Context: an optimization exercise on an open-source flow, tuned for small area, a short achievable clock period and few clock cycles per item. The choices shown serve that exercise and are no tape-out recipe. Where RTL was checked, it was by simulation tests only, not by an equivalence proof against the original. For runs 1, 2, 5 and 6, only the layout was checked, not whether the RTL still works. Power figures rest on the tool's default switching activity, not on a simulated workload.

==> flow/design.v <==
module enc_blockizer (
    input  wire       clk,
    input  wire       rst,
    input  wire       in_valid,
    input  wire [7:0] in_data,
    input  wire       in_eos,
    output wire       in_ready,
    output wire       s0_valid,
    output wire [7:0] s0_data,
    output reg        s0_first,    
    output reg  [2:0] blk_m,       
    output reg  [4:0] blk_lm1,     
    input  wire       s0_take,     
    output wire       all_done     
);
    localparam N = 35;
    reg [7:0] f [0:N-1];
    reg [N-1:0] v;
    reg [4:0] rem;         
    reg       eos_seen;
    assign s0_valid = v[0];
    assign s0_data  = f[0];
    assign in_ready = !v[N-1];
    assign all_done = eos_seen && (v == {N{1'b0}});
    reg [31:1] e [0:7];
    reg [4:0]  r [0:7];
    integer t, j;
    always @(*) begin
        for (j = 1; j < 32; j = j + 1) begin
            e[0][j] = v[j + 1];
            for (t = 1; t < 8; t = t + 1)
                e[t][j] = e[t - 1][j] & ~(f[j][8 - t] ^ f[j + 1][8 - t]);
        end
        for (t = 0; t < 8; t = t + 1) begin
            r[t] = 5'd31;
            for (j = 31; j >= 1; j = j - 1)
                if (!e[t][j]) r[t] = j - 1;
        end
    end
    reg        dec [1:7];
    reg  [7:0] sc  [1:7];
    reg  [2:0] b;
    integer a, u;
    always @(*) begin
        for (a = 1; a < 8; a = a + 1) begin
            b = 3'd0;
            for (u = 1; u < a; u = u + 1)
                if (r[u] > r[a]) b = b + 3'd1;
            sc[a]  = a * r[a];
            dec[a] = ((a == 7) || (r[a + (a < 7 ? 1 : 0)] < r[a])) && (r[a] < r[0]) &&
                     ((r[a] >= 5'd7) || ({3'd0, b} * ({3'd0, r[a][2:0]} + 6'd1) < a * r[a][2:0]));
        end
    end
    reg       bv;
    reg [2:0] ba;
    reg [7:0] bs;
    reg [2:0] fm;
    reg [4:0] res_lm1;
    reg [2:0] res_m;
    always @(*) begin
        bv = 1'b0; ba = 3'd0; bs = 8'd0;
        for (a = 7; a >= 1; a = a - 1)
            if (dec[a] && (!bv || sc[a] > bs)) begin
                bv = 1'b1; ba = a; bs = sc[a];
            end
        fm = 3'd0;
        for (a = 1; a < 8; a = a + 1)
            if (r[a] == r[0]) fm = a;
        if (bv) begin
            res_lm1 = r[ba];
            res_m   = ba;
        end else begin
            res_lm1 = r[0];
            res_m   = (r[0] == 5'd0) ? 3'd0 : fm;
        end
    end
    wire s0_free = !v[0] || s0_take;
    wire compact = &(~v[N-1:2] | v[N-2:1]);
    wire win_ok  = (&v[32:1]) || (eos_seen && compact && v[1]);
    wire capture = (rem == 5'd0) && win_ok && s0_free;
    wire take1   = v[1] && s0_free && ((rem != 5'd0) || capture);
    reg [N-1:1] mv;
    reg         hole;
    integer k;
    always @(*) begin
        mv[1] = take1;
        hole  = !v[1];
        for (k = 2; k < N; k = k + 1) begin
            mv[k] = v[k] && (take1 || hole);
            hole  = hole || !v[k];
        end
    end
    wire in_acc   = in_valid && !v[N-1];
    wire free_n2  = !v[N-2] || mv[N-2];
    wire to_n2    = in_acc && free_n2;
    always @(posedge clk) begin
        for (k = 0; k < N - 2; k = k + 1)
            if (mv[k + 1]) f[k] <= f[k + 1];
        if (mv[N-1])    f[N-2] <= f[N-1];
        else if (to_n2) f[N-2] <= in_data;
        if (in_acc && !free_n2) f[N-1] <= in_data;
        if (capture) begin
            blk_m   <= res_m;
            blk_lm1 <= res_lm1;
        end
        if (take1)
            s0_first <= (rem == 5'd0);
    end
    always @(posedge clk) begin
        if (rst) begin
            v        <= {N{1'b0}};
            rem      <= 5'd0;
            eos_seen <= 1'b0;
        end else begin
            v[0] <= take1 || (v[0] && !s0_take);
            for (k = 1; k < N - 2; k = k + 1)
                v[k] <= mv[k + 1] || (v[k] && !mv[k]);
            v[N-2] <= mv[N-1] || to_n2 || (v[N-2] && !mv[N-2]);
            v[N-1] <= (in_acc && !free_n2) || (v[N-1] && !mv[N-1]);
            if (capture)
                rem <= res_lm1;
            else if (take1)
                rem <= rem - 5'd1;
            if (in_eos)
                eos_seen <= 1'b1;
        end
    end
endmodule
module enc_packer #(
    parameter CAP = 23
) (
    input  wire       clk,
    input  wire       rst,
    input  wire       s0_valid,
    input  wire [7:0] s0_data,
    input  wire       s0_first,
    input  wire [2:0] blk_m,
    input  wire [4:0] blk_lm1,
    output wire       s0_take,
    input  wire       all_done,
    output reg        out_valid,
    output reg  [7:0] out_data,
    output reg        out_eos,
    input  wire       out_ready
);
    reg [CAP-1:0] acc;     
    reg [4:0]     cnt;     
    wire [4:0]  w     = s0_first ? 5'd16 : (5'd8 - {2'd0, blk_m});
    wire [15:0] pushl = s0_first ? {blk_m, blk_lm1, s0_data} : {s0_data << blk_m, 8'd0};
    wire        fits  = ({1'b0, cnt} + {1'b0, w}) <= CAP;
    assign s0_take = s0_valid && fits;
    wire [CAP+15:0] sh   = {pushl, {CAP{1'b0}}} >> cnt;
    wire [CAP-1:0]  comb = acc | (s0_take ? sh[CAP+15:16] : {CAP{1'b0}});
    wire [5:0]      cc   = {1'b0, cnt} + (s0_take ? {1'b0, w} : 6'd0);
    wire out_free = !out_valid || out_ready;
    wire full     = cc >= 6'd8;
    wire emit     = out_free && (full || (all_done && cnt != 5'd0));
    always @(posedge clk) begin
        if (rst) begin
            acc       <= {CAP{1'b0}};
            cnt       <= 5'd0;
            out_valid <= 1'b0;
            out_eos   <= 1'b0;
        end else begin
            if (emit) begin
                acc <= {comb[CAP-9:0], 8'd0};
                cnt <= full ? cc[4:0] - 5'd8 : 5'd0;
            end else begin
                acc <= comb;
                cnt <= cc[4:0];
            end
            out_valid <= emit || (out_valid && !out_ready);
            out_eos   <= all_done && cnt == 5'd0 && !out_valid;
        end
    end
    always @(posedge clk)
        if (emit)
            out_data <= comb[CAP-1:CAP-8];
endmodule
module bitpack_enc (
    input  wire       clk,
    input  wire       rst,
    input  wire       in_valid,
    input  wire [7:0] in_data,
    input  wire       in_eos,
    output wire       in_ready,
    output wire       out_valid,
    output wire [7:0] out_data,
    output wire       out_eos,
    input  wire       out_ready
);
    wire       s0_valid;
    wire [7:0] s0_data;
    wire       s0_first;
    wire [2:0] blk_m;
    wire [4:0] blk_lm1;
    wire       s0_take;
    wire       all_done;
    enc_blockizer u_blk (
        .clk(clk), .rst(rst),
        .in_valid(in_valid), .in_data(in_data), .in_eos(in_eos), .in_ready(in_ready),
        .s0_valid(s0_valid), .s0_data(s0_data), .s0_first(s0_first),
        .blk_m(blk_m), .blk_lm1(blk_lm1), .s0_take(s0_take), .all_done(all_done)
    );
    enc_packer u_pack (
        .clk(clk), .rst(rst),
        .s0_valid(s0_valid), .s0_data(s0_data), .s0_first(s0_first),
        .blk_m(blk_m), .blk_lm1(blk_lm1), .s0_take(s0_take), .all_done(all_done),
        .out_valid(out_valid), .out_data(out_data), .out_eos(out_eos), .out_ready(out_ready)
    );
endmodule
==> flow/run.sh <==
#!/bin/bash
# synth_recipe.tcl (not shown) runs the flow's synth.tcl, then flattens the netlist and writes it again
# the make line also repeats each setting of config.mk as NAME=value (left out here)
make -C /OpenROAD-flow-scripts/flow DESIGN_CONFIG=/design/flow/config.mk WORK_HOME=/design/flow/orfs CLKGATE_MAP_FILE= SYNTH_SCRIPT=/design/flow/synth_recipe.tcl finish
==> flow/config.mk <==
export PLATFORM = sky130hd
export DESIGN_NAME = bitpack_enc
export DESIGN_NICKNAME = bitpack_enc
export VERILOG_FILES = /design/flow/design.v
export SDC_FILE = /design/flow/constraint.sdc
export NUM_CORES = 4
export LEC_CHECK = 0
export CAP_MARGIN = 20
export CORE_MARGIN = 2
export CORE_UTILIZATION = 40
export PLACE_DENSITY = 0.6
export SLEW_MARGIN = 20
==> flow/constraint.sdc <==
create_clock -name core_clock -period 13.0 [get_ports {clk}]
set_input_delay 2.6000 -clock core_clock [delete_from_list [all_inputs] [get_ports {clk}]]
set_output_delay 2.6000 -clock core_clock [all_outputs]
set_load 0.01 [all_outputs]
==> results of run 1 <==
-- Yosys cell counts, types with 71 or more instances --
cell and number:
edfxtp_1 297, dfxtp_1 71, ha_1 289, nand2_1 242
nand3_1 146, o21ai_0 158, xnor2_1 198, xor2_1 86
nor2_1 287, nor3_1 91, a21oi_1 196, inv_1 165
clkbuf_1 92
-- cell type report --
type                       count  area, sq um
clock buffer                  54         1090
timing repair buffer        1116         8460
tap                          969         1210
fill                        6770        32800
multi-input combinational   2621        19400
inverter                     167          629
clock inverter                20          241
sequential                   368        10300
-- worst max-delay path by stage --
stage,from,endpoint,slack (ps)
2_1_floorplan,u_blk.f[21][4]$_DFFE_PP_,u_blk.rem[0]$_SDFFE_PP0P_,-6140
3_3_place_gp,u_blk.f[27][7]$_DFFE_PP_,u_blk.rem[0]$_SDFFE_PP0P_,-6810
3_5_place_dp,u_blk.f[29][7]$_DFFE_PP_,u_blk.rem[0]$_SDFFE_PP0P_,-7230
4_1_cts,u_blk.f[29][7]$_DFFE_PP_,u_blk.rem[0]$_SDFFE_PP0P_,-6430
5_1_grt,u_blk.f[26][7]$_DFFE_PP_,u_blk.rem[2]$_SDFFE_PP0P_,-7480
6_report,u_blk.f[26][7]$_DFFE_PP_,u_blk.rem[2]$_SDFFE_PP0P_,-6520
-- through the flow --
step / utilization (%) / hold WS, ps
after global placement: 52.7 / 402
after global routing: 55.8 / 417
after floorplan: - / 400
after detailed placement: 52.7 / 405
final: 55.8 / 406
after CTS: 55.2 / 411
-- flip-flops by register name, indices dropped and copies added, names as in the netlist, 3 cells and up --
signal           cells
u_pack.out_data      8
u_pack.cnt           5
u_blk.f            280
u_blk.rem            5
u_blk.blk_lm1        5
u_blk.v             35
u_pack.acc          23
u_blk.blk_m          3
-- per-layer routing --
| metal | vias to the layer above | share of wire, % | global-route usage (%) |
|---|---|---|---|
| met2 | 810 | 49 | 49.9 |
| met3 | 234 | 5.2 | 3.12 |
| met1 | 13900 | 41 | 34.1 |
| met4 | 0 | 4.4 | 11.0 |
| li1 | 14100 | - | - |
| met5 | - | 0 | 0 |
-- critical path, delay by kind of cell (launching register included) --
family          cells  cell delay (ps)
compound gates     50             7910
simple gates       29             4240
fa+ha+maj          12             3350
mux                 7             1870
xor+xnor            2              360
buf+inv             8             1060
flops               1              560
-- timing repair --
item | 4_1_cts | 5_1_grt
endpoints found under the setup margin | 13 | 13
resized for setup | 60 | 59
setup buffers | 31 | 19
pin swaps | 46 | 34
-- power groups by stage --
stage / Combinational (W) / Sequential, W / Clock [W]
final: 0.000196 / 0.00133 / 0.00116
after global routing: 0.000215 / 0.00133 / 0.00123
after CTS: 0.000196 / 0.00133 / 0.00119
after detailed placement: 0.000195 / 0.00135 / 0
after global placement: 0.000192 / 0.00135 / 0
after floorplan: 0.000129 / 0.00134 / 0
-- kinds of logic (layout without fill, tap and decap cells) --
family          after synthesis  count (layout)  synth area share (%)
buf+inv                     272            1357                  3.53
flops                       368             368                  34.6
simple gates               1226            1226                  21.0
fa+ha+maj                   314             314                  13.8
xor+xnor                    286             286                  8.44
mux                          69              69                  2.58
compound gates              726             726                  16.1
==> reports/qor.csv, run 1 <==
metric,value,unit
outcome,"complete, but fails checks",
layout violations,setup timing,
hold depth,0,
Switching Fraction,23.6,%
"Area growth, synth to finish",38.8,%
Mapped Cells,3261,
"Slew Viols, Final",0,
Net Sw Power,0.000633,W
terminus of the critical flop-to-flop path,u_blk.rem[2]$_SDFFE_PP0P_,
syn_nets,3588,
aggregate negative setup slack,-83680,ps
Syn Area/Cell,9.16,sq um
drt total wl,109,mm
I/O pins,24,
Site Rows,100,
H-tree levels,2,
nets,4642,
#FFs+latches synth,368,
number of flops mapped to enable cells by yosys,297,
Clock Sinks,368,
most frequent cells in the layout,"buf_4, edfxtp_1, nor2_1",
"Max FO, Critical Path",7,
DRT iter0 DRCs,2149,
vias in the first global route,29000,
Area contributors post-synth,"edfxtp_1, ha_1, xnor2_1",
fmax,51.2,MHz
clock network fraction of design power,43.3,%
final hold vios,0,
sequential area share after synthesis,34.6,%
Worst R2R Path Depth,108,
Crit-path slowest cell,edfxtp_1,
ant diodes,0,
Final Total Pwr,0.00269,W
final setup fails,13,
RePlAce Congestion,0.980,
area of placed instances,0.0391,sq mm
DRC,0,
"Clk pin slew, worst setup/hold paths",60,ps
share of cells above drive strength 1,32.1,%
launch point of the worst hold path,u_blk.f[5][0]$_DFFE_PP_,
Max IR drop VDD,0.000107,V
Max stage delay on crit path,560,ps
hold_buf cts,0,
port bufs,23,
worst min path class,register to register,
RSZ-0062 raised after global routing,yes,
Final WS setup,-6520,ps
Die Wd,277,microns
Root Buffer,clkbuf_16,
CTS buffer count,41,
Startpoint Class,register,
unique cell type count in the Yosys netlist,109,
Rel. slew slack,28.3,%
top cell type's share of synthesized area,29.9,%
"Arr. time, crit path",19990,ps
dpl ws,-7230,ps
DP HPWL,89.4,mm
Finished Layout Cells,5315,
Worst-Skew Late Latency,600,ps
fin crit share,150,%
final antenna-violating net count,0,
critical path type,register to register,
Tot GR Track Use,27.9,%
total leakage power,17.4,nW
Slew @ Worst Pin,1080,ps
Die Y,277,microns
"commonest non-fill, non-tap cell in the layout",buf_4,
Async SR Flop Fraction,0,%
worst endpoint required time,13480,ps
wire length per cell,20.4,microns
nature of the critical path endpoint,register,
Starting Density,40.2,%
Core Area,0.0742,sq mm
vias,29000,
FF-to-FF setup slack,-6520,ps
Synth Flop Type,edfxtp_1,
RR Startpoint,u_blk.f[26][7]$_DFFE_PP_,
PD cells,64.9,mW/mm^2
Combinational Power Share,7.3,%
YS warnings,7,
register share of total power,49.4,%
post-synthesis cell area,0.0299,sq mm
die area,0.0768,sq mm
final clock skew,51.2,ps
fin crit period,19520,ps
vias per cell,5.46,
largest net degree at the start of global routing,59,
first-pass GRT wire length,166,mm
Internal,0.00205,W
Synth area leader,edfxtp_1,
initial antenna violation count,0,
CTS tree,done,
design area,0.0414,sq mm
Max Cap Viol,0,
Hold Path End,u_blk.f[4][0]$_DFFE_PP_,
most frequent CP cell,a21oi_2,
DRT Pass-1 Iters,5,
# placed instances,5191,
Overflow after GRT,0,
worst-case clock buffer depth,3,
==> inputs of run 2 (changes only) <==
--- a/flow/design.v
+++ b/flow/design.v
@@ -16,6 +16,8 @@
     localparam N = 35;
-    reg [7:0] f [0:N-1];
+    reg [7:0]   f [0:N-1];
     reg [N-1:0] v;
-    reg [4:0] rem;         
-    reg       eos_seen;
+    reg [4:0]   rem;       
+    reg         rv;        
+    reg [4:0]   r [0:7];   
+    reg         eos_seen;
     assign s0_valid = v[0];
@@ -25,3 +27,3 @@
     reg [31:1] e [0:7];
-    reg [4:0]  r [0:7];
+    reg [4:0]  ra [0:7];
     integer t, j;
@@ -29,44 +31,56 @@
         for (j = 1; j < 32; j = j + 1) begin
-            e[0][j] = v[j + 1];
+            e[0][j] = v[j + 2];
             for (t = 1; t < 8; t = t + 1)
-                e[t][j] = e[t - 1][j] & ~(f[j][8 - t] ^ f[j + 1][8 - t]);
+                e[t][j] = e[t - 1][j] & ~(f[j + 1][8 - t] ^ f[j + 2][8 - t]);
         end
         for (t = 0; t < 8; t = t + 1) begin
-            r[t] = 5'd31;
+            ra[t] = 5'd31;
             for (j = 31; j >= 1; j = j - 1)
-                if (!e[t][j]) r[t] = j - 1;
-        end
-    end
-    reg        dec [1:7];
-    reg  [7:0] sc  [1:7];
-    reg  [2:0] b;
+                if (!e[t][j]) ra[t] = j - 1;
+        end
+    end
+    reg [6:1] ne;
+    reg [7:1] nz, dec, win;
+    reg [7:0] sc [1:7];
+    reg [2:0] b  [1:7];
+    reg [2:0] rl;
     integer a, u;
     always @(*) begin
+        for (a = 1; a < 7; a = a + 1)
+            ne[a] = (r[a + 1] != r[a]);
+        for (a = 1; a < 8; a = a + 1)
+            nz[a] = (r[a] != r[0]);
         for (a = 1; a < 8; a = a + 1) begin
-            b = 3'd0;
+            b[a] = 3'd0;
             for (u = 1; u < a; u = u + 1)
-                if (r[u] > r[a]) b = b + 3'd1;
-            sc[a]  = a * r[a];
-            dec[a] = ((a == 7) || (r[a + (a < 7 ? 1 : 0)] < r[a])) && (r[a] < r[0]) &&
-                     ((r[a] >= 5'd7) || ({3'd0, b} * ({3'd0, r[a][2:0]} + 6'd1) < a * r[a][2:0]));
-        end
-    end
-    reg       bv;
-    reg [2:0] ba;
-    reg [7:0] bs;
-    reg [2:0] fm;
+                if (ne[u]) b[a] = u;
+            rl = r[a][2:0];
+            sc[a] = a * r[a];
+            dec[a] = ((a == 7) || ne[a]) && nz[a] &&
+                     ((r[a][4:3] != 2'd0) || (rl == 3'd7) ||
+                      ({3'd0, b[a]} * ({3'd0, rl} + 6'd1) < a * rl));
+        end
+        for (a = 1; a < 8; a = a + 1) begin
+            win[a] = dec[a];
+            for (u = 1; u < 8; u = u + 1) begin
+                if (u > a && dec[u] && sc[u] >= sc[a]) win[a] = 1'b0;
+                if (u < a && dec[u] && sc[u] >  sc[a]) win[a] = 1'b0;
+            end
+        end
+    end
     reg [4:0] res_lm1;
     reg [2:0] res_m;
-    always @(*) begin
-        bv = 1'b0; ba = 3'd0; bs = 8'd0;
-        for (a = 7; a >= 1; a = a - 1)
-            if (dec[a] && (!bv || sc[a] > bs)) begin
-                bv = 1'b1; ba = a; bs = sc[a];
-            end
+    reg [2:0] fm;
+    always @(*) begin
         fm = 3'd0;
         for (a = 1; a < 8; a = a + 1)
-            if (r[a] == r[0]) fm = a;
-        if (bv) begin
-            res_lm1 = r[ba];
-            res_m   = ba;
+            if (!nz[a]) fm = a;
+        if (dec != 7'd0) begin
+            res_lm1 = 5'd0;
+            res_m   = 3'd0;
+            for (a = 1; a < 8; a = a + 1)
+                if (win[a]) begin
+                    res_lm1 = res_lm1 | r[a];
+                    res_m   = res_m | a;
+                end
         end else begin
@@ -76,7 +90,11 @@
     end
-    wire s0_free = !v[0] || s0_take;
-    wire compact = &(~v[N-1:2] | v[N-2:1]);
-    wire win_ok  = (&v[32:1]) || (eos_seen && compact && v[1]);
-    wire capture = (rem == 5'd0) && win_ok && s0_free;
-    wire take1   = v[1] && s0_free && ((rem != 5'd0) || capture);
+    wire s0_free  = !v[0] || s0_take;
+    wire capture  = rv && s0_free;
+    wire take1    = v[1] && s0_free && ((rem != 5'd0) || capture);
+    wire s1_free  = !v[1] || take1;
+    wire dec2     = v[1] ? (rem >= 5'd2) : (rem != 5'd0);
+    wire compact2 = &(~v[N-1:3] | v[N-2:2]);
+    wire win2_ok  = (&v[33:2]) || (eos_seen && compact2 && v[2]);
+    wire arm      = win2_ok && !dec2 && s1_free &&
+                    (capture || (rem == 5'd1) || ((rem == 5'd0) && !v[1]));
     reg [N-1:1] mv;
@@ -86,5 +104,6 @@
         mv[1] = take1;
-        hole  = !v[1];
-        for (k = 2; k < N; k = k + 1) begin
-            mv[k] = v[k] && (take1 || hole);
+        mv[2] = v[2] && s1_free && (dec2 || arm);
+        hole  = !v[2];
+        for (k = 3; k < N; k = k + 1) begin
+            mv[k] = v[k] && (mv[2] || hole);
             hole  = hole || !v[k];
@@ -92,5 +111,5 @@
     end
-    wire in_acc   = in_valid && !v[N-1];
-    wire free_n2  = !v[N-2] || mv[N-2];
-    wire to_n2    = in_acc && free_n2;
+    wire in_acc  = in_valid && !v[N-1];
+    wire free_n2 = !v[N-2] || mv[N-2];
+    wire to_n2   = in_acc && free_n2;
     always @(posedge clk) begin
@@ -106,3 +125,6 @@
         if (take1)
-            s0_first <= (rem == 5'd0);
+            s0_first <= capture;
+        if (arm)
+            for (t = 0; t < 8; t = t + 1)
+                r[t] <= ra[t];
     end
@@ -112,2 +134,3 @@
             rem      <= 5'd0;
+            rv       <= 1'b0;
             eos_seen <= 1'b0;
@@ -123,2 +146,3 @@
                 rem <= rem - 5'd1;
+            rv <= (rv && !capture) || (arm && !(capture && res_lm1 != 5'd0));
             if (in_eos)
==> run 2 against run 1 <==
- now clean on timing, DRC and antenna
- routed wire length shrank 21%
- maximum frequency grew to 2.6 times the previous value
- core utilization shrank 12 points
- first-iteration DRC count shrank 23%
- global-route usage shrank 5.2 points
- clock skew shrank 27 ps
- sequential cell count grew 41
- clock power grew 12%
- sequential share of layout area grew 12 points
- cell area shrank 25%
==> reports/qor.csv, run 2 <==
metric,value,unit,change
DRT Pass-1 Iters,5,,unchanged
fill cell count,6898,,+1.9%
vias per cell,5.78,,+5.8%
"Arr. time, crit path",7900,ps,"-12,090 ps"
first-pass GRT wire length,131,mm,-21%
Area contributors post-synth,"edfxtp_1, ha_1, xnor2_1",,
"commonest non-fill, non-tap cell in the layout",edfxtp_1,,
final setup fails,0,,-13
worst min path class,register to register,,
vias,22900,,-21%
largest net degree at the start of global routing,62,,+5.1%
Starting Density,40.2,%,about the same
Largest register FFs,280,,unchanged
most instantiated cells after synthesis,"edfxtp_1, nor2_1, nand2_1",,
Startpoint Class,register,,
hold_buf cts,0,,unchanged
Finished Layout Cells,3955,,-26%
Die Y,271,microns,-2.1%
DP HPWL,66.8,mm,-25%
"Area growth, synth to finish",8.98,%,
top flop regs,"u_blk.f (280), u_blk.r (40), u_blk.v (35)",,
"Slew Viols, Final",0,,unchanged
unique cell type count in the Yosys netlist,89,,-18%
top cell type's share of synthesized area,35.4,%,+5.5 points
critical path type,register to register,,
ant diodes,0,,unchanged
aggregate negative setup slack,0,ps,"+83,680 ps"
fin crit period,7420,ps,"-12,090 ps"
RePlAce Congestion,0.911,,-7.1%
"Max FO, Critical Path",14,,+7
worst-case clock buffer depth,3,,unchanged
CTS tree,done,,
Synth Flop Type,edfxtp_1,,
Syn Area/Cell,9.54,sq um,+4.2%
I/O pins,24,,unchanged
Post-CTS Setup Inserts,0,,-100%
outcome,"complete, no violations",,
"Clk pin slew, worst setup/hold paths",70,ps,about the same
# placed instances,3874,,-25%
Site Rows,98,,-2.0%
most frequent cells in the layout,"edfxtp_1, nor2_1, nand2_1",,
final hold vios,0,,unchanged
Clock Sinks,409,,+11%
Synth area leader,edfxtp_1,,
post-synthesis cell area,0.0286,sq mm,-4.2%
sequential area share after synthesis,40.4,%,+5.8 points
worst endpoint required time,13480,ps,about the same
fmax,135,MHz,+160%
Core Area,0.0711,sq mm,-4.1%
Tot GR Track Use,22.7,%,-5.2 points
number of flops mapped to enable cells by yosys,337,,+13%
nets,3224,,-31%
total leakage power,11.1,nW,-36%
die area,0.0737,sq mm,-4.2%
Rel. slew slack,23.6,%,-4.8 points
largest reg by FF count,u_blk.f,,
Max Cap Viol,0,,unchanged
share of cells above drive strength 1,5.19,%,-27 points
DRT iter0 DRCs,1665,,-23%
YS warnings,9,,+2
DRC,0,,unchanged
Async SR Flop Fraction,0,%,unchanged
RSZ-0062 raised after global routing,no,,
H-tree levels,2,,unchanged
final antenna-violating net count,0,,unchanged
initial antenna violation count,1,,+1
top-count cell post-synth,edfxtp_1,,
Post-CTS Resized,0,,-100%
final clock skew,24.5,ps,-26.6 ps
Max IR drop VDD,0.0000925,V,-14%
Worst-Skew Late Latency,590,ps,about the same
#FFs+latches synth,409,,+11%
vias in the first global route,22000,,-24%
PD cells,91.7,mW/mm^2,+41%
Overflow after GRT,0,,unchanged
Root Buffer,clkbuf_16,,
nature of the critical path endpoint,register,,
port bufs,23,,unchanged
drt total wl,85.5,mm,-21%
Mapped Cells,2997,,-8.1%
CTS buffer count,44,,+7.3%
Slew @ Worst Pin,1150,ps,+71.3 ps
syn_nets,3251,,-9.4%
fin crit share,57.1,%,-93 points
Die Wd,271,microns,-2.1%
wire length per cell,21.6,microns,+5.8%
## run 2: cell types whose count changed after synthesis, sizes merged, moves of 16 or more
cell,previous run,this run
ha,289,218
edfxtp,297,337
nand4,65,47
nor4,54,35
o21a,48,14
nand2,242,226
a211oi,24,40
nor2b,66,46
xor2,86,105
clkbuf,92,76
nand2b,51,31
o21ai,166,136
buf,13,35
nor2,288,243
## run 2: path summary, 6_finish.rpt
kind / from / end / slack (ps) / depth (start not counted)
min: u_blk.f[12][0]$_DFFE_PP_ / u_blk.f[11][0]$_DFFE_PP_ / 410 / 0
min reg2reg: u_blk.f[12][0]$_DFFE_PP_ / u_blk.f[11][0]$_DFFE_PP_ / 410 / 0
max: u_blk.r[2][0]$_SDFFCE_PN0P_ / u_blk.rem[4]$_SDFFE_PP0P_ / 5580 / 24
max reg2reg: u_blk.r[2][0]$_SDFFCE_PN0P_ / u_blk.rem[4]$_SDFFE_PP0P_ / 5580 / 24
## run 2: power breakdown
part	switching (W)	leakage (nW)	total [W]	internal, W
clock network	0.000550	0.723	0.00130	0.000753
logic	0.0000639	6.87	0.000109	0.0000449
registers	0.0000154	3.55	0.00144	0.00143
## run 2: final cells by class
type	instances	area, sq um	area share [%]
clock inverter	26	258	0.827
clock buffer	55	1230	3.93
timing repair buffer	38	338	1.08
multi-input combinational	2322	16000	51.4
sequential	409	11600	37.1
inverter	155	582	1.87
tap	950	1190	3.81
## run 2: cells by family after synthesis
logic type               share of synthesized area, %
AO/OA/AOI/OAI                                    15.1
AND/OR/NAND/NOR                                  18.7
buffers and inverters                            3.71
flip-flops                                       40.4
adder cells (fa/ha/maj)                          11.1
XOR/XNOR                                         9.09
multiplexers                                     1.86
## run 2: per-stage QoR
stage	worst slack (ps)	hold slack, ps	util [%]	cell area [sq um]	power [W]
finish	5580	415	43.8	31200	0.00286
global route	5230	416	43.8	31200	0.00294
CTS	5660	415	43.8	31200	0.00288
detailed placement	5750	405	41.7	29700	0.00158
global placement	5480	402	41.7	29700	0.00158
floorplan	7270	400	-	28600	0.00154
## run 2: worst max-delay path: stages, from the launching register on
cell      delay, ps
edfxtp_1        820
xnor2_1         190
nand2_1          90
or2_2           360
nor2b_1         200
nor2_1          540
o21ai_0         330
and2_1          260
nand3_1         100
fa_1            480
inv_1           100
ha_1            240
a21o_1          190
a21oi_1         170
xnor2_1          90
ha_1            280
nor3_1           50
a211o_1         300
o21ai_0         730
o32ai_1         210
nor4_2          770
a22o_1          260
a221oi_1         60
a41o_1          300
a211oi_1        230
## run 2: layer usage
metal | global-route usage, % | up-vias | share of wire (%)
met5 | 0 | - | 0
met2 | 38.6 | 517 | 48
met3 | 2.62 | 117 | 4.2
met4 | 5.54 | 0 | 2.2
li1 | - | 11000 | -
met1 | 30.8 | 11300 | 45
==> inputs of run 3 (changes only) <==
--- a/flow/design.v
+++ b/flow/design.v
@@ -41,7 +41,39 @@
     end
+    function gt8;                
+        input [7:0] x;
+        input [7:0] y;
+        integer i;
+        begin
+            gt8 = 1'b0;
+            for (i = 0; i < 8; i = i + 1)
+                gt8 = (x[i] & ~y[i]) | (~(x[i] ^ y[i]) & gt8);
+        end
+    endfunction
+    function [7:0] mulc;         
+        input [2:0] c;
+        input [4:0] x;
+        integer i;
+        begin
+            mulc = 8'd0;
+            for (i = 0; i < 32; i = i + 1)
+                if (x == i) mulc = c * i;
+        end
+    endfunction
+    function decl_small;         
+        input [2:0] c;
+        input [2:0] x;
+        input [2:0] bb;
+        integer i, q;
+        begin
+            decl_small = 1'b0;
+            for (i = 1; i < 7; i = i + 1)
+                for (q = 0; q < 7; q = q + 1)
+                    if (x == i && bb == q)
+                        decl_small = (q * (i + 1) < c * i);
+        end
+    endfunction
     reg [6:1] ne;
-    reg [7:1] nz, dec, win;
+    reg [7:1] nz, dec;
     reg [7:0] sc [1:7];
     reg [2:0] b  [1:7];
-    reg [2:0] rl;
     integer a, u;
@@ -56,8 +88,13 @@
                 if (ne[u]) b[a] = u;
-            rl = r[a][2:0];
-            sc[a] = a * r[a];
-            dec[a] = ((a == 7) || ne[a]) && nz[a] &&
-                     ((r[a][4:3] != 2'd0) || (rl == 3'd7) ||
-                      ({3'd0, b[a]} * ({3'd0, rl} + 6'd1) < a * rl));
-        end
+            sc[a]  = mulc(a, r[a]);
+            dec[a] = ((a == 7) || ne[a]) && nz[a] && (r[a] != 5'd0) &&
+                     ((r[a][4:3] != 2'd0) || (r[a][2:0] == 3'd7) ||
+                      decl_small(a, r[a][2:0], b[a]));
+        end
+    end
+    reg [7:1] win;
+    reg [4:0] res_lm1;
+    reg [2:0] res_m;
+    reg [2:0] fm;
+    always @(*) begin
         for (a = 1; a < 8; a = a + 1) begin
@@ -65,11 +102,6 @@
             for (u = 1; u < 8; u = u + 1) begin
-                if (u > a && dec[u] && sc[u] >= sc[a]) win[a] = 1'b0;
-                if (u < a && dec[u] && sc[u] >  sc[a]) win[a] = 1'b0;
+                if (u > a && dec[u] && !gt8(sc[a], sc[u])) win[a] = 1'b0;
+                if (u < a && dec[u] &&  gt8(sc[u], sc[a])) win[a] = 1'b0;
             end
         end
-    end
-    reg [4:0] res_lm1;
-    reg [2:0] res_m;
-    reg [2:0] fm;
-    always @(*) begin
         fm = 3'd0;
@@ -94,3 +126,3 @@
     wire s1_free  = !v[1] || take1;
-    wire dec2     = v[1] ? (rem >= 5'd2) : (rem != 5'd0);
+    wire dec2     = v[1] ? (rem[4:1] != 4'd0) : (rem != 5'd0);
     wire compact2 = &(~v[N-1:3] | v[N-2:2]);
@@ -152,5 +184,3 @@
 endmodule
-module enc_packer #(
-    parameter CAP = 23
-) (
+module enc_packer (
     input  wire       clk,
@@ -169,18 +199,20 @@
 );
-    reg [CAP-1:0] acc;     
-    reg [4:0]     cnt;     
+    reg [31:0] acc;     
+    reg [5:0]  cnt;
+    wire le16 = !cnt[5] && (!cnt[4] || cnt[3:0] == 4'd0);
+    wire le24 = !cnt[5] && (!cnt[4] || !cnt[3] || cnt[2:0] == 3'd0);
+    wire ge8  = cnt[5:3] != 3'd0;
+    wire fits = s0_first ? le16 : le24;
+    assign s0_take = s0_valid && fits;
     wire [4:0]  w     = s0_first ? 5'd16 : (5'd8 - {2'd0, blk_m});
     wire [15:0] pushl = s0_first ? {blk_m, blk_lm1, s0_data} : {s0_data << blk_m, 8'd0};
-    wire        fits  = ({1'b0, cnt} + {1'b0, w}) <= CAP;
-    assign s0_take = s0_valid && fits;
-    wire [CAP+15:0] sh   = {pushl, {CAP{1'b0}}} >> cnt;
-    wire [CAP-1:0]  comb = acc | (s0_take ? sh[CAP+15:16] : {CAP{1'b0}});
-    wire [5:0]      cc   = {1'b0, cnt} + (s0_take ? {1'b0, w} : 6'd0);
+    wire [47:0] sh    = {pushl, 32'd0} >> cnt;
+    wire [31:0] comb  = acc | (s0_take ? sh[47:16] : 32'd0);
+    wire [5:0]  cc    = cnt + (s0_take ? {1'b0, w} : 6'd0);
     wire out_free = !out_valid || out_ready;
-    wire full     = cc >= 6'd8;
-    wire emit     = out_free && (full || (all_done && cnt != 5'd0));
+    wire emit     = out_free && (ge8 || (all_done && cnt != 6'd0));
     always @(posedge clk) begin
         if (rst) begin
-            acc       <= {CAP{1'b0}};
-            cnt       <= 5'd0;
+            acc       <= 32'd0;
+            cnt       <= 6'd0;
             out_valid <= 1'b0;
@@ -189,10 +221,10 @@
             if (emit) begin
-                acc <= {comb[CAP-9:0], 8'd0};
-                cnt <= full ? cc[4:0] - 5'd8 : 5'd0;
+                acc <= {comb[23:0], 8'd0};
+                cnt <= ge8 ? cc - 6'd8 : 6'd0;
             end else begin
                 acc <= comb;
-                cnt <= cc[4:0];
+                cnt <= cc;
             end
             out_valid <= emit || (out_valid && !out_ready);
-            out_eos   <= all_done && cnt == 5'd0 && !out_valid;
+            out_eos   <= all_done && cnt == 6'd0 && !out_valid;
         end
@@ -201,3 +233,3 @@
         if (emit)
-            out_data <= comb[CAP-1:CAP-8];
+            out_data <= acc[31:24];
 endmodule
--- a/flow/config.mk
+++ b/flow/config.mk
@@ -9,4 +9,4 @@
 export CORE_MARGIN = 2
-export CORE_UTILIZATION = 40
-export PLACE_DENSITY = 0.6
+export CORE_UTILIZATION = 65
+export PLACE_DENSITY = 0.85
 export SLEW_MARGIN = 20
==> run 3 against run 2 <==
- final cell count down 17%
- still clean
- core utilization rose by 26 points
- critical path depth is 17 lower
- first-iteration DRC count increased by 49%
- setup slack better by 2900 ps
- total power is 6.7% higher
- area after synthesis down 6.8%
- worst hold slack improved by 1.0 ps
- die area is 42% lower
==> reports/qor.csv, run 3 <==
metric,value,unit,change
"commonest non-fill, non-tap cell in the layout",edfxtp_1,,
final setup fails,0,,unchanged
Core Area,0.0406,sq mm,-43%
Starting Density,65.6,%,+25 points
I/O pins,24,,unchanged
Largest register FFs,280,,unchanged
Site Rows,74,,-24%
first-pass GRT wire length,114,mm,-13%
outcome,"complete, no violations",,
wire length per cell,22.0,microns,+1.8%
Startpoint Class,primary input,,
nature of the critical path endpoint,register,,
Slew @ Worst Pin,1140,ps,-1.83 ps
vias per cell,6.74,,+17%
"Clk pin slew, worst setup/hold paths",60,ps,about the same
largest net degree at the start of global routing,76,,+23%
CTS buffer count,43,,-2.3%
Overflow after GRT,0,,unchanged
most instantiated cells after synthesis,"edfxtp_1, nor2_1, nand2_1",,
post-synthesis cell area,0.0266,sq mm,-6.8%
number of flops mapped to enable cells by yosys,337,,unchanged
Mapped Cells,2796,,-6.7%
initial antenna violation count,0,,-1
"Arr. time, crit path",5010,ps,-2890 ps
sequential area share after synthesis,44.1,%,+3.7 points
port bufs,23,,unchanged
"Max FO, Critical Path",28,,+14
CP startpoint,out_ready,,
largest reg by FF count,u_blk.f,,
dpl ws,7980,ps,+2240 ps
share of cells above drive strength 1,5.24,%,+0.047 points
CTS tree,done,,
Syn Area/Cell,9.53,sq um,-0.14%
syn_nets,2918,,-10%
hold_buf cts,0,,unchanged
unique cell type count in the Yosys netlist,95,,+6.7%
Final WS setup,8480,ps,+2910 ps
Post-CTS Setup Inserts,0,,unchanged
top-count cell post-synth,edfxtp_1,,
DRC,0,,unchanged
vias,22100,,-3.3%
fin crit share,34.7,%,-22 points
DRT iter0 DRCs,2482,,+49%
DP HPWL,53.0,mm,-21%
Root Buffer,clkbuf_16,,
#FFs+latches synth,419,,+2.4%
RSZ-0062 raised after global routing,no,,
Area contributors post-synth,"edfxtp_1, dfxtp_1, xnor2_1",,
Tot GR Track Use,34.2,%,+11 points
Rel. slew slack,23.5,%,-0.041 points
Synth Flop Type,edfxtp_1,,
YS warnings,9,,unchanged
vias in the first global route,21100,,-4.3%
most frequent cells in the layout,"edfxtp_1, nor2_1, nand2_1",,
RR Startpoint,u_blk.s0_first$_DFFE_PP_,,
Worst-Skew Late Latency,590,ps,about the same
aggregate negative setup slack,0,ps,unchanged
H-tree levels,2,,unchanged
die area,0.0426,sq mm,-42%
Max Cap Viol,0,,unchanged
Die Y,206,microns,-24%
total leakage power,9.62,nW,-14%
Clock Sinks,419,,+2.4%
Async SR Flop Fraction,0,%,unchanged
fill cell count,2966,,-57%
Post-CTS Resized,0,,unchanged
"Slew Viols, Final",0,,unchanged
nets,2842,,-12%
Die Wd,206,microns,-24%
final hold vios,0,,unchanged
fin crit period,4520,ps,-2910 ps
final clock skew,30.4,ps,+5.83 ps
drt total wl,72.2,mm,-16%
fmax,221,MHz,+64%
top flop regs,"u_blk.f (280), u_blk.r (40), u_blk.v (35)",,
DRT Pass-1 Iters,7,,+2
worst endpoint required time,13490,ps,about the same
Synth area leader,edfxtp_1,,
critical path type,primary input to register,,
final antenna-violating net count,0,,unchanged
"Area growth, synth to finish",6.11,%,
launch point of the worst hold path,u_blk.f[11][0]$_DFFE_PP_,,
ant diodes,0,,unchanged
RePlAce Congestion,0.989,,+8.5%
worst min path class,register to register,,
worst-case clock buffer depth,3,,unchanged
PD cells,108,mW/mm^2,+18%
top cell type's share of synthesized area,38.0,%,+2.6 points
Max IR drop VDD,0.000101,V,+9.1%
[run 3: changes by cell type after synthesis, sizes merged, moves of 24 or more]
cell and change:
nand3 -42, buf +30, xnor2 -27, inv -60, ha -110, nor2 +24
a21o -25
[run 3: cells by family after synthesis]
kind of cell,Yosys count,share of synthesized area [%]
adder cells (fa/ha/maj),109,5.15
flip-flops,419,44.1
multiplexers,52,2.35
XOR/XNOR,289,9.50
AO/OA/AOI/OAI,646,15.8
buffers and inverters,250,3.96
AND/OR/NAND/NOR,1031,19.1
[run 3: through the flow]
step	util (%)	hold slack, ps	instances	power [W]	cell area, sq um
after floorplan	-	400	2796	0.00175	26600
after global placement	66.2	403	3206	0.00183	26900
after detailed placement	66.2	406	3206	0.00184	26900
after CTS	69.5	416	3280	0.00305	28300
after global routing	69.6	429	3281	0.00314	28300
final	69.6	416	3281	0.00305	28300
[run 3: worst max-delay path, cell delays in order]
cell,delay (ps)
clkdlybuf4s50_1,410
nand2b_1,180
nand2_1,480
inv_1,350
buf_4,330
or2_2,410
o21ai_0,220
[run 3: worst paths after layout]
check        cells after the start                   endpoint  slack [ps]
min reg2reg                      0   u_blk.f[10][0]$_DFFE_PP_         420
max reg2reg                     10   u_blk.f[21][0]$_DFFE_PP_        8490
max                              7  u_pack.acc[22]$_SDFF_PP0_        8480
min                              0   u_blk.f[10][0]$_DFFE_PP_         420
[run 3: layout make-up]
cell class,count,area (sq um),area share (%)
multi-input combinational,2127,13800,48.9
sequential,419,11800,41.6
clock buffer,56,1140,4.05
tap,532,666,2.35
inverter,95,357,1.26
timing repair buffer,34,308,1.09
clock inverter,18,200,0.708
[run 3: report_power, final]
part           internal, W  switching [W]
logic             0.000118       0.000167
clock network     0.000700       0.000525
registers          0.00150      0.0000403
total              0.00232       0.000732
[run 3: layer usage]
metal / vias to the layer above / global-route usage [%] / part of all wire (%)
met3: 264 / 5.28 / 7.9
li1: 10100 / - / -
met1: 10500 / 43.6 / 39
met5: - / 0 / 0
met2: 1197 / 57.5 / 48
met4: 0 / 15.1 / 4.7
Testbench counts of run 3, summed over its fixed seeds: cycles 34,909, items 31,210.
==> inputs of run 4 (changes only) <==
--- a/flow/config.mk
+++ b/flow/config.mk
@@ -9,4 +9,4 @@
 export CORE_MARGIN = 2
-export CORE_UTILIZATION = 65
-export PLACE_DENSITY = 0.85
+export CORE_UTILIZATION = 40
+export PLACE_DENSITY = 0.6
 export SLEW_MARGIN = 20
==> run 4 against run 3 <==
- global-route usage down 13 points
- worst hold slack worse by 5.1 ps
- non-clock buffer count up 4
- core utilization down 26 points
- first-iteration DRC count down 21%
- cell area up 2.1%
- sequential power about the same
- synthesized cell count unchanged
- sequential share of layout area down 0.84 points
- via count down 4.4%
- largest power group unchanged
==> reports/qor.csv, run 4 <==
metric,value,unit,change
worst endpoint required time,13210,ps,-280 ps
post-synthesis mux area share,2.35,%,unchanged
Max stage delay on crit path,680,ps,+200 ps
Crit-path slowest cell,dfxtp_1,,
Mapped Cells,2796,,unchanged
vias in the first global route,20200,,-4.5%
"Slew Viols, Final",0,,unchanged
I/O pins,24,,unchanged
Largest register FFs,280,,unchanged
DRT iter0 DRCs,1963,,-21%
Rel. slew slack,20.9,%,-2.7 points
wire length per cell,20.6,microns,-6.3%
Die Y,262,microns,+27%
H-tree levels,2,,unchanged
post-synthesis compound-gate area fraction,15.8,%,unchanged
Net Sw Power,0.000745,W,+1.8%
DRC,0,,unchanged
most frequent CP cell,a21oi_1,,
Starting Density,40.5,%,-25 points
Internal,0.00237,W,+2.3%
"Clk pin slew, worst setup/hold paths",60,ps,about the same
Synth Area in XOR/XNOR,9.50,%,unchanged
Startpoint Class,register,,
DP HPWL,56.9,mm,+7.3%
busiest grt layer,met2,,
share of cells above drive strength 1,5.69,%,+0.45 points
"Max FO, Critical Path",16,,-43%
top flop regs,"u_blk.f (280), u_blk.r (40), u_blk.v (35)",,
post-layout util,43.8,%,-26 points
final hold vios,0,,unchanged
Die Wd,262,microns,+27%
register share of total power,49.4,%,-1.1 points
met3 GRT Util,2.19,%,-3.1 points
number of flops mapped to enable cells by yosys,337,,unchanged
fmax,212,MHz,-4.2%
Synth Flop Type,edfxtp_1,,
worst-case clock buffer depth,3,,unchanged
largest net degree at the start of global routing,76,,unchanged
nature of the critical path endpoint,register,,
CTS buffer count,46,,+7.0%
Core Area,0.0659,sq mm,+62%
crit-path cells,"clkinv_1, a21oi_1, o21ai_0, a21oi_1, o21ai_1, a21boi_1, nor2b_1, and2_1, nor2b_1, a21oi_1",,
Combinational Power Share,9.1,%,-0.2 points
Max IR drop VDD,0.000102,V,+1.5%
initial antenna violation count,0,,unchanged
final clock skew,36.6,ps,+6.22 ps
aggregate negative setup slack,0,ps,unchanged
total leakage power,9.70,nW,+0.90%
Switching Fraction,23.9,%,-0.088 points
drt total wl,74.8,mm,+3.6%
"Arr. time, crit path",4920,ps,-90 ps
final antenna-violating net count,0,,unchanged
"Area growth, synth to finish",8.29,%,
nets,2849,,+0.25%
ant diodes,0,,unchanged
Clock Sinks,419,,unchanged
Tot GR Track Use,21.6,%,-13 points
top-count cell post-synth,edfxtp_1,,
vias per cell,5.83,,-13%
#FFs+latches synth,419,,unchanged
die area,0.0687,sq mm,+61%
Post-CTS Resized,0,,unchanged
fin crit period,4710,ps,+197 ps
critical path type,register to register,,
fin crit share,36.3,%,+1.5 points
GR Layer Usage met2,37.1,%,-20 points
clock network fraction of design power,41.6,%,+1.4 points
Simple-Gate Fraction of Synth Area,19.1,%,unchanged
first-pass GRT wire length,117,mm,+2.2%
Area contributors post-synth,"edfxtp_1, dfxtp_1, xnor2_1",,
Slew @ Worst Pin,1190,ps,+42.6 ps
hold depth,0,,unchanged
worst min path class,register to register,,
top cell type's share of synthesized area,38.0,%,unchanged
FF-to-FF setup slack,8290,ps,-200 ps
Overflow after GRT,0,,unchanged
DRT Pass-1 Iters,6,,-1
port bufs,23,,unchanged
Worst R2R Path Depth,10,,unchanged
PD cells,108,mW/mm^2,+0.10%
Syn Area/Cell,9.53,sq um,unchanged
Async SR Flop Fraction,0,%,unchanged
Worst-Skew Late Latency,590,ps,about the same
RePlAce Congestion,0.917,,-7.2%
largest reg by FF count,u_blk.f,,
vias,21100,,-4.4%
sequential area share after synthesis,44.1,%,unchanged
largest family of logic cells by synthesized area,simple AND/OR/NAND/NOR gates,,
post-synthesis adder-cell area fraction,5.15,%,unchanged
most frequent cells in the layout,"edfxtp_1, nor2_1, nand2_1",,
RSZ-0062 raised after global routing,no,,
Max Cap Viol,0,,unchanged
outcome,"complete, no violations",,
YS warnings,9,,unchanged
final setup fails,0,,unchanged
GR Util met1,28.7,%,-15 points
Site Rows,94,,+27%
unique cell type count in the Yosys netlist,95,,unchanged
"commonest non-fill, non-tap cell in the layout",edfxtp_1,,
hold_buf cts,0,,unchanged
CTS tree,done,,
Post-CTS Setup Inserts,0,,unchanged
most instantiated cells after synthesis,"edfxtp_1, nor2_1, nand2_1",,
syn_nets,2918,,unchanged
Root Buffer,clkbuf_16,,
Synth area leader,edfxtp_1,,
post-synthesis cell area,0.0266,sq mm,unchanged
## run 4: cell families (layout without fill, tap and decap cells)
| group | Yosys count | in the layout |
|---|---|---|
| AO/OA/AOI/OAI | 646 | 646 |
| XOR/XNOR | 289 | 289 |
| adder cells (fa/ha/maj) | 109 | 109 |
| buffers and inverters | 250 | 215 |
| flip-flops | 419 | 419 |
| multiplexers | 52 | 52 |
| AND/OR/NAND/NOR | 1031 | 1031 |
## run 4: layer usage
metal	share of wire, %	routed length [microns]
met1	43	32500
met2	49	36500
met3	5.0	3760
met4	2.8	2060
met5	0	0
## run 4: power by group through the flow
stage / Clock [W] / Combinational [W] / Sequential, W
3_3_place_gp: 0 / 0.000276 / 0.00156
4_1_cts: 0.00132 / 0.000282 / 0.00154
3_5_place_dp: 0 / 0.000280 / 0.00156
6_report: 0.00129 / 0.000282 / 0.00154
5_1_grt: 0.00137 / 0.000315 / 0.00154
2_1_floorplan: 0 / 0.000200 / 0.00155
## run 4: path summary, 6_finish.rpt
check	start	to
setup / recovery	u_pack.cnt[4]$_SDFF_PP0_	u_blk.f[21][2]$_DFFE_PP_
hold / removal	u_blk.f[2][0]$_DFFE_PP_	u_blk.f[1][0]$_DFFE_PP_
setup reg to reg	u_pack.cnt[4]$_SDFF_PP0_	u_blk.f[21][2]$_DFFE_PP_
hold reg to reg	u_blk.f[2][0]$_DFFE_PP_	u_blk.f[1][0]$_DFFE_PP_
## run 4: critical path: cells and delay by family (launching register included)
kind                   cells  cell delay [ps]
flip-flops                 1              680
AO/OA/AOI/OAI              6             1770
buffers and inverters      1              470
AND/OR/NAND/NOR            3             1400
## run 4: metrics by stage
| stage | worst slack, ps | std cells | cell area [sq um] | hold slack [ps] | total power [W] |
|---|---|---|---|---|---|
| after floorplan | 8210 | 2796 | 26600 | 400 | 0.00175 |
| after global placement | 7990 | 3542 | 27400 | 402 | 0.00184 |
| after detailed placement | 7940 | 3542 | 27400 | 406 | 0.00184 |
| after CTS | 8320 | 3624 | 28800 | 406 | 0.00314 |
| after global routing | 7920 | 3625 | 28900 | 407 | 0.00323 |
| final | 8290 | 3625 | 28900 | 410 | 0.00311 |
## run 4: area by class of cell
| cell class | count | area, sq um |
|---|---|---|
| Fill cell | 6313 | 37000 |
| Clock buffer | 72 | 1380 |
| Tap cell | 864 | 1080 |
| Sequential cell | 419 | 11800 |
| Inverter | 95 | 357 |
| Timing Repair Buffer | 38 | 338 |
| Multi-Input combinational cell | 2127 | 13800 |
| Clock inverter | 10 | 98.8 |
==> inputs of run 5 (changes only) <==
--- a/flow/design.v
+++ b/flow/design.v
@@ -12,4 +12,4 @@
     output reg  [4:0] blk_lm1,     
-    input  wire       s0_take,     
-    output wire       all_done     
+    input  wire       s0_fits,     
+    output reg        all_done     
 );
@@ -25,3 +25,2 @@
     assign in_ready = !v[N-1];
-    assign all_done = eos_seen && (v == {N{1'b0}});
     reg [31:1] e [0:7];
@@ -122,11 +121,12 @@
     end
-    wire s0_free  = !v[0] || s0_take;
-    wire capture  = rv && s0_free;
-    wire take1    = v[1] && s0_free && ((rem != 5'd0) || capture);
-    wire s1_free  = !v[1] || take1;
-    wire dec2     = v[1] ? (rem[4:1] != 4'd0) : (rem != 5'd0);
+    wire remnz   = (rem != 5'd0);
+    wire rem_ge2 = (rem[4:1] != 4'd0);
+    wire rem_eq1 = (rem == 5'd1);
+    wire r0nz    = (r[0] != 5'd0);
+    wire s0_free = !v[0] || s0_fits;
+    wire capture = rv && s0_free;
+    wire take1   = v[1] && s0_free && (remnz || rv);
+    wire dec2     = v[1] ? rem_ge2 : remnz;
     wire compact2 = &(~v[N-1:3] | v[N-2:2]);
     wire win2_ok  = (&v[33:2]) || (eos_seen && compact2 && v[2]);
-    wire arm      = win2_ok && !dec2 && s1_free &&
-                    (capture || (rem == 5'd1) || ((rem == 5'd0) && !v[1]));
     reg [N-1:1] mv;
@@ -136,3 +136,4 @@
         mv[1] = take1;
-        mv[2] = v[2] && s1_free && (dec2 || arm);
+        mv[2] = v[2] && (v[1] ? (s0_free && (rv ? win2_ok : (rem_ge2 || (rem_eq1 && win2_ok))))
+                              : (remnz || win2_ok));
         hole  = !v[2];
@@ -143,2 +144,3 @@
     end
+    wire arm = mv[2] && !dec2;
     wire in_acc  = in_valid && !v[N-1];
@@ -147,3 +149,4 @@
     always @(posedge clk) begin
-        for (k = 0; k < N - 2; k = k + 1)
+        if (mv[1]) f[0] <= rv ? f[1] : (f[1] << blk_m);
+        for (k = 1; k < N - 2; k = k + 1)
             if (mv[k + 1]) f[k] <= f[k + 1];
@@ -157,3 +160,3 @@
         if (take1)
-            s0_first <= capture;
+            s0_first <= rv;
         if (arm)
@@ -168,4 +171,5 @@
             eos_seen <= 1'b0;
+            all_done <= 1'b0;
         end else begin
-            v[0] <= take1 || (v[0] && !s0_take);
+            v[0] <= take1 || (v[0] && !s0_fits);
             for (k = 1; k < N - 2; k = k + 1)
@@ -178,5 +182,6 @@
                 rem <= rem - 5'd1;
-            rv <= (rv && !capture) || (arm && !(capture && res_lm1 != 5'd0));
+            rv <= (rv && !capture) || (arm && !(capture && r0nz));
             if (in_eos)
                 eos_seen <= 1'b1;
+            all_done <= eos_seen && (v == {N{1'b0}});
         end
@@ -192,3 +197,3 @@
     input  wire [4:0] blk_lm1,
-    output wire       s0_take,
+    output wire       s0_fits,
     input  wire       all_done,
@@ -200,13 +205,21 @@
     reg [31:0] acc;     
-    reg [5:0]  cnt;
-    wire le16 = !cnt[5] && (!cnt[4] || cnt[3:0] == 4'd0);
-    wire le24 = !cnt[5] && (!cnt[4] || !cnt[3] || cnt[2:0] == 3'd0);
-    wire ge8  = cnt[5:3] != 3'd0;
-    wire fits = s0_first ? le16 : le24;
-    assign s0_take = s0_valid && fits;
+    reg [5:0]  cnt;     
+    reg        le16;    
+    reg        le24;    
+    function [1:0] room;    
+        input [5:0] c;
+        begin
+            room = {!c[5] && (!c[4] || c[3:0] == 4'd0),
+                    !c[5] && (!c[4] || !c[3] || c[2:0] == 3'd0)};
+        end
+    endfunction
+    assign s0_fits = s0_first ? le16 : le24;
+    wire take = s0_valid && s0_fits;
+    wire        ge8   = cnt[5:3] != 3'd0;
     wire [4:0]  w     = s0_first ? 5'd16 : (5'd8 - {2'd0, blk_m});
-    wire [15:0] pushl = s0_first ? {blk_m, blk_lm1, s0_data} : {s0_data << blk_m, 8'd0};
+    wire [15:0] pushl = s0_first ? {blk_m, blk_lm1, s0_data} : {s0_data, 8'd0};
     wire [47:0] sh    = {pushl, 32'd0} >> cnt;
-    wire [31:0] comb  = acc | (s0_take ? sh[47:16] : 32'd0);
-    wire [5:0]  cc    = cnt + (s0_take ? {1'b0, w} : 6'd0);
+    wire [31:0] comb  = acc | (take ? sh[47:16] : 32'd0);
+    wire [5:0]  cc    = cnt + (take ? {1'b0, w} : 6'd0);
+    wire [5:0]  cce   = ge8 ? cc - 6'd8 : 6'd0;
     wire out_free = !out_valid || out_ready;
@@ -217,2 +230,4 @@
             cnt       <= 6'd0;
+            le16      <= 1'b1;
+            le24      <= 1'b1;
             out_valid <= 1'b0;
@@ -221,7 +236,9 @@
             if (emit) begin
-                acc <= {comb[23:0], 8'd0};
-                cnt <= ge8 ? cc - 6'd8 : 6'd0;
+                acc          <= {comb[23:0], 8'd0};
+                cnt          <= cce;
+                {le16, le24} <= room(cce);
             end else begin
-                acc <= comb;
-                cnt <= cc;
+                acc          <= comb;
+                cnt          <= cc;
+                {le16, le24} <= room(cc);
             end
@@ -252,3 +269,3 @@
     wire [4:0] blk_lm1;
-    wire       s0_take;
+    wire       s0_fits;
     wire       all_done;
@@ -258,3 +275,3 @@
         .s0_valid(s0_valid), .s0_data(s0_data), .s0_first(s0_first),
-        .blk_m(blk_m), .blk_lm1(blk_lm1), .s0_take(s0_take), .all_done(all_done)
+        .blk_m(blk_m), .blk_lm1(blk_lm1), .s0_fits(s0_fits), .all_done(all_done)
     );
@@ -263,3 +280,3 @@
         .s0_valid(s0_valid), .s0_data(s0_data), .s0_first(s0_first),
-        .blk_m(blk_m), .blk_lm1(blk_lm1), .s0_take(s0_take), .all_done(all_done),
+        .blk_m(blk_m), .blk_lm1(blk_lm1), .s0_fits(s0_fits), .all_done(all_done),
         .out_valid(out_valid), .out_data(out_data), .out_eos(out_eos), .out_ready(out_ready)
--- a/flow/config.mk
+++ b/flow/config.mk
@@ -9,4 +9,4 @@
 export CORE_MARGIN = 2
-export CORE_UTILIZATION = 40
-export PLACE_DENSITY = 0.6
+export CORE_UTILIZATION = 65
+export PLACE_DENSITY = 0.85
 export SLEW_MARGIN = 20
==> run 5 against run 4 <==
- still clean on timing, DRC and antenna
- total power hardly changed
- routed wire length fell by 2.0%
- cell area fell by 1.2%
- via count rose by 4.2%
- synthesized cell count barely moved
- worst hold slack improved by 6.2 ps
- non-clock buffer count is 5 lower
- critical endpoint is now u_blk.f[17][5]$_DFFE_PP_
==> reports/qor.csv, run 5 <==
metric,value,unit,change
Net Sw Power,0.000750,W,+0.69%
top flop regs,"u_blk.f (280), u_blk.r (40), u_blk.v (35)",,
DP HPWL,54.0,mm,-5.1%
most instantiated cells after synthesis,"edfxtp_1, nor2_1, nand2_1",,
RSZ-0062 raised after global routing,no,,
Post-CTS Setup Inserts,0,,unchanged
Die Wd,207,microns,-21%
Max IR drop VDD,0.000145,V,+42%
share of cells above drive strength 1,5.66,%,-0.026 points
Startpoint Class,register,,
total leakage power,9.71,nW,about the same
launch point of the worst hold path,u_blk.f[7][0]$_DFFE_PP_,,
Max Cap Viol,0,,unchanged
hold_buf cts,0,,unchanged
Tot GR Track Use,34.3,%,+13 points
outcome,"complete, no violations",,
Core Area,0.0407,sq mm,-38%
worst endpoint required time,13210,ps,about the same
final hold vios,0,,unchanged
post-layout util,70.0,%,+26 points
aggregate negative setup slack,0,ps,unchanged
ant diodes,0,,unchanged
DRT Pass-1 Iters,6,,unchanged
largest family of logic cells by synthesized area,simple AND/OR/NAND/NOR gates,,
worst min path class,register to register,,
Area contributors post-synth,"edfxtp_1, dfxtp_1, xnor2_1",,
nets,2844,,-0.18%
Syn Area/Cell,9.56,sq um,+0.30%
RR Startpoint,u_blk.v[19]$_SDFF_PP0_,,
fin crit period,4860,ps,+144 ps
Overflow after GRT,0,,unchanged
"commonest non-fill, non-tap cell in the layout",edfxtp_1,,
Synth Area in XOR/XNOR,9.90,%,+0.40 points
initial antenna violation count,1,,+1
Internal,0.00236,W,-0.21%
clock network fraction of design power,41.2,%,-0.4 points
fmax,206,MHz,-3.0%
die area,0.0427,sq mm,-38%
DRT iter0 DRCs,2686,,+37%
area of placed instances,0.0270,sq mm,-1.2%
vias,22000,,+4.2%
number of flops mapped to enable cells by yosys,337,,unchanged
most frequent cells in the layout,"edfxtp_1, nor2_1, nand2_1",,
unique cell type count in the Yosys netlist,99,,+4.2%
critical path type,register to register,,
worst-case clock buffer depth,3,,unchanged
vias per cell,6.69,,+15%
largest reg by FF count,u_blk.f,,
Mapped Cells,2795,,-0.036%
CTS tree,done,,
Combinational Power Share,9.0,%,about the same
fill cell count,2949,,-53%
"Area growth, synth to finish",6.68,%,
nature of the critical path endpoint,register,,
Rel. slew slack,20.8,%,-0.061 points
Crit-path slowest cell,nor4_2,,
fin crit share,37.4,%,+1.1 points
wire length per cell,22.3,microns,+8.1%
Clock Sinks,422,,+0.72%
"Arr. time, crit path",5070,ps,+150 ps
cell family contributing the most delay on the critical path,simple AND/OR/NAND/NOR gates,,
Post-CTS Resized,0,,unchanged
most frequent CP cell,nand2_1,,
final setup fails,0,,unchanged
sequential standard cell area,0.0118,sq mm,+0.51%
post-synthesis mux area share,2.11,%,-0.25 points
post-synthesis cell area,0.0267,sq mm,+0.26%
worst path bufs/invs,1,,unchanged
Synth area leader,edfxtp_1,,
crit-path cells,"nand2_1, nor4_2, nand4b_1, nor2_1, o21ai_0, a32oi_1, nand2_1, inv_1, nor3_1, a31oi_1",,
Slew @ Worst Pin,1180,ps,-4.61 ps
post-synthesis compound-gate area fraction,15.9,%,+0.14 points
Site Rows,74,,-21%
first-pass GRT wire length,114,mm,-2.4%
Switching Fraction,24.1,%,+0.16 points
Max stage delay on crit path,1020,ps,+340 ps
Starting Density,65.6,%,+25 points
CTS buffer count,45,,-2.2%
#FFs+latches synth,422,,+0.72%
PD cells,109,mW/mm^2,+1.3%
H-tree levels,2,,unchanged
CP startpoint,u_blk.v[19]$_SDFF_PP0_,,
"Clk pin slew, worst setup/hold paths",60,ps,about the same
YS warnings,9,,unchanged
final antenna-violating net count,0,,unchanged
sequential area share after synthesis,44.3,%,+0.11 points
Async SR Flop Fraction,0,%,unchanged
DRC,0,,unchanged
"Slew Viols, Final",0,,unchanged
design area,0.0285,sq mm,-1.2%
port bufs,23,,unchanged
I/O pins,24,,unchanged
post-synthesis adder-cell area fraction,5.18,%,+0.033 points
largest net degree at the start of global routing,84,,+11%
top-count cell post-synth,edfxtp_1,,
Synth Flop Type,edfxtp_1,,
syn_nets,2918,,unchanged
top cell type's share of synthesized area,37.9,%,-0.10 points
drt total wl,73.3,mm,-2.0%
final clock skew,35.5,ps,-1.09 ps
RePlAce Congestion,0.953,,+3.9%
multi-input logic area,0.0139,sq mm,+0.61%
Die Y,207,microns,-21%
Root Buffer,clkbuf_16,,
vias in the first global route,20800,,+3.2%
register share of total power,49.8,%,+0.4 points
"Max FO, Critical Path",13,,-3
Simple-Gate Fraction of Synth Area,18.9,%,-0.25 points
Worst-Skew Late Latency,600,ps,about the same
Largest register FFs,280,,unchanged
run 5: changes by cell type in the layout (fill, tap and decap cells not counted), moves of 8 or more:
cell	delta
clkbuf_1	-8
nor2_1	-14
nor2b_1	-14
xor2_1	+18
nor4_1	-9
clkinv_1	+8
a31oi_1	+8
nor3_1	+20
a21oi_1	-16
and3_1	-10
nand2_1	+8
run 5: layer usage:
metal	GRT usage, %	up-vias	wire length [microns]
met5	0	-	13
met4	16.9	2	3880
met3	4.38	235	5640
met2	56.5	1112	34400
met1	45.0	10500	29400
li1	-	10100	-
run 5: per-stage QoR:
| stage | power [W] | hold WS [ps] | setup slack [ps] | std cells |
|---|---|---|---|---|
| finish | 0.00311 | 417 | 8140 | 3288 |
| global route | 0.00321 | 420 | 7900 | 3288 |
| CTS | 0.00312 | 418 | 8360 | 3288 |
| detailed placement | 0.00185 | 405 | 7850 | 3206 |
| global placement | 0.00184 | 402 | 7970 | 3206 |
| floorplan | 0.00177 | 400 | 7910 | 2795 |
run 5: area by class of cell:
class	instances	share of cell area [%]
clock buffers	53	4.06
clock inverters	29	1.08
inverters	88	1.16
multi-input cells	2131	48.8
flip-flops and latches	422	41.5
well taps	532	2.34
repair buffers	33	1.05
run 5: cells by family after synthesis:
logic type,Yosys count
compound gates,650
fa+ha+maj,110
buf+inv,242
flops,422
xor+xnor,301
simple gates,1020
mux,50
run 5: final timing paths:
kind,endpoint,slack [ps],cells past startpoint
worst max register to register,u_blk.f[17][5]$_DFFE_PP_,8140,10
worst min register to register,u_blk.f[6][0]$_DFFE_PP_,420,0
worst min-delay path,u_blk.f[6][0]$_DFFE_PP_,420,0
worst max-delay path,u_blk.f[17][5]$_DFFE_PP_,8140,10
run 5: power groups by stage:
stage,Clock (W),Combinational [W],Sequential (W)
2_1_floorplan,0,0.000209,0.00156
3_3_place_gp,0,0.000263,0.00158
3_5_place_dp,0,0.000275,0.00158
4_1_cts,0.00129,0.000279,0.00155
5_1_grt,0.00134,0.000311,0.00156
6_report,0.00128,0.000281,0.00155
==> inputs of run 6 (changes only) <==
--- a/flow/config.mk
+++ b/flow/config.mk
@@ -7,3 +7,3 @@
 export LEC_CHECK = 0
-export CAP_MARGIN = 20
+export CAP_MARGIN = 60
 export CORE_MARGIN = 2
@@ -11,2 +11,2 @@
 export PLACE_DENSITY = 0.85
-export SLEW_MARGIN = 20
+export SLEW_MARGIN = 80
==> run 6 against run 5 <==
- still clean
- maximum frequency decreased by 16%
- via count increased by 15%
- core utilization increased by 11 points
- setup slack got worse by 930 ps
- clock power increased by 4%
- total power increased by 2.6%
- clock skew decreased by 17 ps
- highest routed layer is now met4
==> reports/qor.csv, run 6 <==
metric,value,unit,change
DRT Pass-1 Iters,7,,+1
first-pass GRT wire length,128,mm,+12%
H-tree levels,2,,unchanged
most frequent CP cell,clkdlybuf4s50_1,,
Syn Area/Cell,9.56,sq um,unchanged
share of cells above drive strength 1,24.2,%,+19 points
vias,25400,,+15%
Die Wd,207,microns,unchanged
"Max FO, Critical Path",5,,-8
Post-CTS Resized,0,,unchanged
final hold vios,0,,unchanged
vias in the first global route,23400,,+12%
top cell type's share of synthesized area,37.9,%,unchanged
top-count cell post-synth,edfxtp_1,,
Max Cap Viol,0,,unchanged
most instantiated cells after synthesis,"edfxtp_1, nor2_1, nand2_1",,
unique cell type count in the Yosys netlist,99,,unchanged
Clock Sinks,422,,unchanged
CTS tree,done,,
outcome,"complete, no violations",,
most frequent cells in the layout,"edfxtp_1, nand2_1, nor2_1",,
DRC,0,,unchanged
initial antenna violation count,1,,unchanged
Crit-path slowest cell,clkdlybuf4s50_1,,
syn_nets,2918,,unchanged
fin crit share,44.5,%,+7.1 points
drt total wl,90.8,mm,+24%
worst-case clock buffer depth,3,,unchanged
vias per cell,7.02,,+4.8%
fin crit period,5790,ps,+929 ps
final antenna-violating net count,0,,unchanged
Overflow after GRT,0,,unchanged
nature of the critical path endpoint,register,,
fill cell count,2165,,-27%
wire length per cell,25.1,microns,+13%
worst min path class,register to register,,
Starting Density,65.6,%,unchanged
DRT iter0 DRCs,3737,,+39%
CTS buffer count,44,,-2.2%
sequential area share after synthesis,44.3,%,unchanged
Die Y,207,microns,unchanged
Max stage delay on crit path,530,ps,-490 ps
Synth Flop Type,edfxtp_1,,
worst path bufs/invs,10,,+9
Site Rows,74,,unchanged
port bufs,23,,unchanged
"Area growth, synth to finish",23.5,%,
"Slew Viols, Final",0,,unchanged
Core Area,0.0407,sq mm,unchanged
## run 6: cell counts after synthesis
Identical to the previous run, type by type.
## run 6: cells by family after synthesis
group	count (synthesis)	share of synthesized area [%]
adders and majority gates	110	5.18
buffers and inverters	242	3.77
xor gates and xnor gates	301	9.90
muxes	50	2.11
AOI/OAI and AO/OA	650	15.9
and+or+nand+nor	1020	18.9
DFF	422	44.3
## run 6: metal layers
metal	vias up	routed length [microns]
li1	10800	-
met1	12000	32400
met2	2003	41600
met3	576	8980
met4	0	7790
met5	-	0
## run 6: layout make-up
type,instances,area [sq um],share of cell area [%]
Inverter,88,332,1.00
Clock inverter,28,312,0.944
Sequential cell,422,11900,36.0
Tap cell,532,666,2.02
Clock buffer,52,1150,3.49
Multi-Input combinational cell,2131,16100,48.9
Timing Repair Buffer,364,2530,7.66
## run 6: path summary, 6_finish.rpt
| path | from | to | slack (ps) | cells past startpoint |
|---|---|---|---|---|
| max | u_blk.r[7][0]$_SDFFCE_PN0P_ | u_blk.rem[3]$_SDFFE_PP0P_ | 7210 | 20 |
| min | u_blk.f[7][0]$_DFFE_PP_ | u_blk.f[6][0]$_DFFE_PP_ | 420 | 0 |
| max reg2reg | u_blk.r[7][0]$_SDFFCE_PN0P_ | u_blk.rem[3]$_SDFFE_PP0P_ | 7210 | 20 |
| min reg2reg | u_blk.f[7][0]$_DFFE_PP_ | u_blk.f[6][0]$_DFFE_PP_ | 420 | 0 |
## run 6: report_power, final
| group | leakage (nW) | switching [W] | total (W) | internal (W) |
|---|---|---|---|---|
| sequential | 3.70 | 0.0000406 | 0.00155 | 0.00151 |
| clock | 0.713 | 0.000573 | 0.00133 | 0.000757 |
| combinational | 6.95 | 0.000183 | 0.000314 | 0.000132 |
## run 6: stage by stage
stage	hold slack (ps)	cell area, sq um	setup slack [ps]	utilization, %
global route	420	33000	6950	81.0
finish	417	33000	7210	81.0
detailed placement	405	30300	7210	74.3
floorplan	400	26700	7910	-
CTS	418	31700	7190	77.9
global placement	402	27000	7970	66.3

afterwards: timing with drivers on the ports:
Ports are ideal in the flow. The routed layouts listed here were re-timed in OpenROAD. Step 1: set_driving_cell puts a clkbuf_16 on clk and a buf_2 on each other input, an assumption about the parent block. Step 2, shift: input delay + t, output delay - t, t = (earliest + latest rising clock arrival at the registers) / 2. This alone moves slack from input paths to output paths. a / b / c = no drivers / after step 1 / after step 2; a / b = the first two.
run	t, ns	slack for setup (ns)
run 1	0.643	-6.516 / -6.516 / -6.516
run 2	0.637	5.577 / 5.577 / 5.577
run 3	0.627	8.483 / 8.487 / 7.885
run 4	0.633	8.286 / 8.286 / 7.901
run 5	0.635	8.142 / 8.142 / 8.069
run 6	0.636	7.213 / 7.213 / 7.213
